From an optimization exercise on the open Yosys and OpenROAD flow, aimed at small area, a short achievable clock period and few clock cycles; shortcuts taken in it are not production practice.
The RTL was checked by simulation tests, not by an equivalence proof against the original design.

## job 101
## ca_core
module ca_core (
    input  wire        clk,
    input  wire        rst,
    output wire        imem_en,
    output wire [9:0]  imem_addr,
    input  wire [47:0] imem_rdata,
    output reg         dmem_en,
    output reg         dmem_we,
    output reg  [9:0]  dmem_addr,
    output reg  [31:0] dmem_wdata,
    input  wire [31:0] dmem_rdata,
    input  wire        in_valid,
    input  wire [31:0] in_tick,
    input  wire [20:0] in_char,
    output wire        in_ack,
    output wire        out_valid,
    output wire [20:0] out_data,
    output reg         halted,
    output reg         faulted,
    output reg  [2:0]  fault_code,
    output reg  [31:0] tick,
    output reg  [31:0] icount
);
    localparam [2:0] F_NONE  = 3'd0,
                     F_ARITH = 3'd1,
                     F_MEMD  = 3'd2,
                     F_MEMI  = 3'd3,
                     F_IO    = 3'd4,
                     F_ILL   = 3'd5;
    localparam [4:0] OP_ADD = 5'd0,  OP_SUB = 5'd1,  OP_DIV = 5'd2,  OP_MOD = 5'd3,
                     OP_MUL = 5'd4,  OP_CMP = 5'd5,  OP_JE  = 5'd6,  OP_JNE = 5'd7,
                     OP_JMP = 5'd8,  OP_OUT = 5'd9,  OP_IN  = 5'd10, OP_LD  = 5'd11,
                     OP_SV  = 5'd12, OP_IRET = 5'd13, OP_STI = 5'd14, OP_CLI = 5'd15,
                     OP_HALT = 5'd16;
    localparam [2:0] E_IDLE = 3'd0,    
                     E_LD   = 3'd1,    
                     E_IRET = 3'd2,    
                     E_MD   = 3'd3,    
                     E_INT2 = 3'd4,    
                     E_INT3 = 3'd5,    
                     E_PUSH = 3'd6;    
    reg [31:0] r1, r2, r3, r4;
    reg [31:0] sp;
    reg [31:0] pc;                 
    reg        ie;
    reg        in_intr;
    reg        latch_full;
    reg [20:0] latch_char;
    reg [9:0]  fpc;                
    reg        btb_v;              
    reg [9:0]  btb_pc;             
    reg [9:0]  btb_tgt;            
    reg        d_pred;             
    reg        e_pred;             
    reg        e_t;                
    reg        dv;                 
    reg        ev;                 
    reg [4:0]  op;
    reg [2:0]  f_out;
  ...
For scale: ~5200 cells after synthesis, about 540 flip-flops.
==> flow/config.mk <==
export PLATFORM = sky130hd
export DESIGN_NAME = ca_core
export DESIGN_NICKNAME = ca_core
export VERILOG_FILES = /design/flow/design.v
export SDC_FILE = /design/flow/constraint.sdc
export NUM_CORES = 4
export LEC_CHECK = 0
export CAP_MARGIN = 20
export CORE_MARGIN = 2
export CORE_UTILIZATION = 40
export SLEW_MARGIN = 20
==> flow/constraint.sdc <==
create_clock -name core_clock -period 15.0 [get_ports {clk}]
set_input_delay 3.0000 -clock core_clock [delete_from_list [all_inputs] [get_ports {clk}]]
set_output_delay 3.0000 -clock core_clock [all_outputs]
set_load 0.01 [all_outputs]
standard.sh (not shown) runs the stock make flow with config.mk's settings and CLKGATE_MAP_FILE= SYNTH_SCRIPT=/design/flow/synth_recipe.tcl, a recipe that flattens the netlist after the stock synthesis.
==> flow/flow/run.sh <==
#!/bin/bash
set -euo pipefail
bash standard.sh SETUP_SLACK_MARGIN=8.5 finish > standard.log 2>&1
Testbench counts of job 101, summed over its fixed seeds: cycles 29,493.
Here is what was changed in the inputs of job 102 compared with job 101.
diff --git a/flow/design.v b/flow/design.v
--- a/flow/design.v
+++ b/flow/design.v
@@ -40,18 +40,24 @@
     endfunction
     wire [31:0] a_abs = a[31] ? (~a + 32'd1) : a;
     wire [31:0] b_abs = b[31] ? (~b + 32'd1) : b;
     wire        hit   = cv && (a == ca) && (b[31] == cbs) && (b_abs == d);
     wire [5:0]  lz_r  = lzc32(r);
     wire [5:0]  lz_d  = lzc32(d);
     wire [5:0]  shamt = lz_d - lz_r;
     wire        a_small = (lz_r > lz_d);           
     wire [32:0] diff  = {1'b0, r} - {1'b0, d};
+    wire        qb1   = ~diff[32];
+    wire [31:0] r1    = qb1 ? diff[31:0] : r;
+    wire [31:0] d_h   = {1'b0, d[31:1]};
+    wire [32:0] diff2 = {1'b0, r1} - {1'b0, d_h};
+    wire        qb2   = ~diff2[32];
+    wire [31:0] r2    = qb2 ? diff2[31:0] : r1;
     wire [31:0] pnew  = r + (d & {32{q[0]}}) + ({d[30:0], 1'b0} & {32{q[1]}})
                           + ({d[29:0], 2'b0} & {32{q[2]}}) + ({d[28:0], 3'b0} & {32{q[3]}});
     always @(posedge clk) begin
         if (rst) begin
             st <= U_IDLE;
             cv <= 1'b0;
         end else begin
             case (st)
             U_IDLE: begin
@@ -80,23 +86,33 @@
                 if (a_small) begin
                     st <= U_WB;
                 end else begin
                     d   <= d << shamt[4:0];
                     cnt <= shamt[4:0];
                     st  <= U_DIV;
                 end
             end
             U_DIV: begin
-                if (!diff[32]) r <= diff[31:0];
-                q   <= {q[30:0], ~diff[32]};
-                cnt <= cnt - 5'd1;
-                if (cnt == 5'd0) st <= U_WB;
-                else             d  <= {1'b0, d[31:1]};
+                if (cnt == 5'd0) begin
+                    r  <= r1;
+                    q  <= {q[30:0], qb1};
+                    st <= U_WB;
+                end else begin
+                    r   <= r2;
+                    q   <= {q[29:0], qb1, qb2};
+                    cnt <= cnt - 5'd2;
+                    if (cnt == 5'd1) begin
+                        d  <= d_h;
+                        st <= U_WB;
+                    end else begin
+                        d  <= {2'b0, d[31:2]};
+                    end
+                end
             end
             U_WB: begin
                 cv <= 1'b1;
                 st <= U_IDLE;
             end
             U_MUL: begin
                 r <= pnew;
                 d <= {d[27:0], 4'd0};
                 q <= {4'd0, q[31:4]};
@@ -167,18 +183,19 @@
     reg [9:0]  btb_tgt;            
     reg        d_pred;             
     reg        e_pred;             
     reg        e_t;                
     reg        dv;                 
     reg        ev;                 
     reg [4:0]  op;
     reg [2:0]  f_out;
     reg [31:0] a_val, b_val;       
+    reg        a_zero;             
     reg        pc_bad;             
     reg        ir_legal;
     reg        ir_single;          
     reg [2:0]  es;
     reg        due_r;              
     reg        due_stale;          
     reg        no_chk;             
     wire done = halted | faulted;
     function legal_word(input [47:0] w);
@@ -218,25 +235,27 @@
         endcase
     endfunction
     wire [2:0]  w_a1    = imem_rdata[39:37];
     wire [2:0]  w_a2    = imem_rdata[2:0];
     wire [31:0] w_a_val = (rf_we && f_out == w_a1 && w_a1 != 3'd0) ? rf_wdata :
                           rd(w_a1, r1, r2, r3, r4, sp);
     wire [31:0] w_b_reg = (rf_we && f_out == w_a2 && w_a2 != 3'd0) ? rf_wdata :
                           rd(w_a2, r1, r2, r3, r4, sp);
     wire [31:0] w_b_val = imem_rdata[36] ? imem_rdata[31:0] : w_b_reg;
+    wire z1 = (r1 == 32'd0), z2 = (r2 == 32'd0), z3 = (r3 == 32'd0), z4 = (r4 == 32'd0), zs = (sp == 32'd0);
+    wire w_a_zero = (rf_we && f_out == w_a1 && w_a1 != 3'd0) ? (rf_wdata == 32'd0) :
+                    rd(w_a1, {31'd0, z1}, {31'd0, z2}, {31'd0, z3}, {31'd0, z4}, {31'd0, zs}) != 32'd0 || w_a1 == 3'd0 || w_a1 > 3'd5;
     wire [31:0] pc_inc  = {21'd0, {1'b0, pc[9:0]} + 11'd1};
     wire        b_ok    = (b_val[31:10] == 22'd0);
     wire        sp_ok   = (sp[31:10] == 22'd0);
     wire [31:0] sp_adj  = sp + {{31{es != E_IRET}}, 1'b1};
     wire        push_ok = ((sp[31:10] == 22'd0) && (sp[9:0] != 10'd0)) || (sp == 32'd1024);
     wire [9:0]  push_addr = sp[9:0] - 10'd1;
-    wire        a_zero  = (a_val == 32'd0);
     wire chk      = (es == E_IDLE) && !done;
     wire due_ok   = due_r && !due_stale && !no_chk;
     wire drop     = chk && in_intr && due_ok;
     wire take_int = chk && !in_intr && ie && due_ok;
     wire go       = chk && ev && (no_chk || (!due_stale && !(due_r && (in_intr || ie))));
     wire x        = go && !pc_bad && ir_legal;
     wire is_alu  = (op == OP_ADD) || (op == OP_SUB) || (op == OP_CMP);
     wire is_div  = (op == OP_DIV) || (op == OP_MOD);
     wire br_take = (op == OP_JMP) || (op == OP_JE && a_zero) || (op == OP_JNE && !a_zero);
@@ -365,18 +384,19 @@
             if (flush || redirect) begin
                 ev <= 1'b0;
             end else if (!ev || adv) begin
                 ev       <= dv;
                 e_pred   <= d_pred;
                 e_t      <= imem_rdata[36];
                 op       <= imem_rdata[47:43];
                 f_out    <= imem_rdata[42:40];
                 a_val    <= w_a_val;
+                a_zero   <= w_a_zero;
                 b_val    <= w_b_val;
                 ir_legal <= legal_word(imem_rdata);
                 ir_single <= w_single;
             end
             due_r     <= in_valid && (adv ? c1 : c0);
             due_stale <= in_ack;
             if (fin || es == E_INT3)
                 tick <= tick + {29'd0, tinc};
             if (fin)
==> comparison <==
Note that the pin count of the biggest net entering global routing recorded for job 101 amounts to 0.53 times the value seen in job 102. The critical path start-end classification comes out flip-flop to flip-flop in one run and flip-flop to output port in the other, namely in job 102 and job 101 respectively. Worst supply voltage drop on vdd improves in job 102 relative to job 101. Job 102 vs job 101: sequential share of cell area down. Placer congestion estimate: job 102 vs job 101 up about 7%. Job 102 has final-stage net count above what job 101 had.
Testbench counts of job 102, summed over its fixed seeds: cycles 26,875.

[static timing again, ports no longer ideal]
The results above use ideal ports. As a check the final layouts listed here were re-extracted and re-timed, cells and wires unchanged. Step 1 (the two cells are an assumption about what drives the block):
set clk [get_ports {clk}]
set_driving_cell -lib_cell sky130_fd_sc_hd__clkbuf_16 $clk
set_driving_cell -lib_cell sky130_fd_sc_hd__buf_2 [delete_from_list [all_inputs] $clk]
Step 2, shift: input delay + t, output delay - t, t = (earliest + latest rising clock arrival at the registers) / 2. This alone moves slack from input paths to output paths. Three values: ideal ports, drivers, drivers and shift; two values: the first two.
run | shift t [ns] | setup slack, ns | hold WS [ns]
job 101 | 0.718 | 8.208 / 8.128 / 8.404 | 0.443 / 0.443 / 0.443
job 102 | 0.754 | 8.457 / 8.456 / 8.342 | 0.429 / 0.429 / 0.429
After both steps setup and hold are still met in every run listed. For job 102, which loses most, drivers alone change the setup slack by -0.001 ns; drivers and shift together by -0.115 ns.
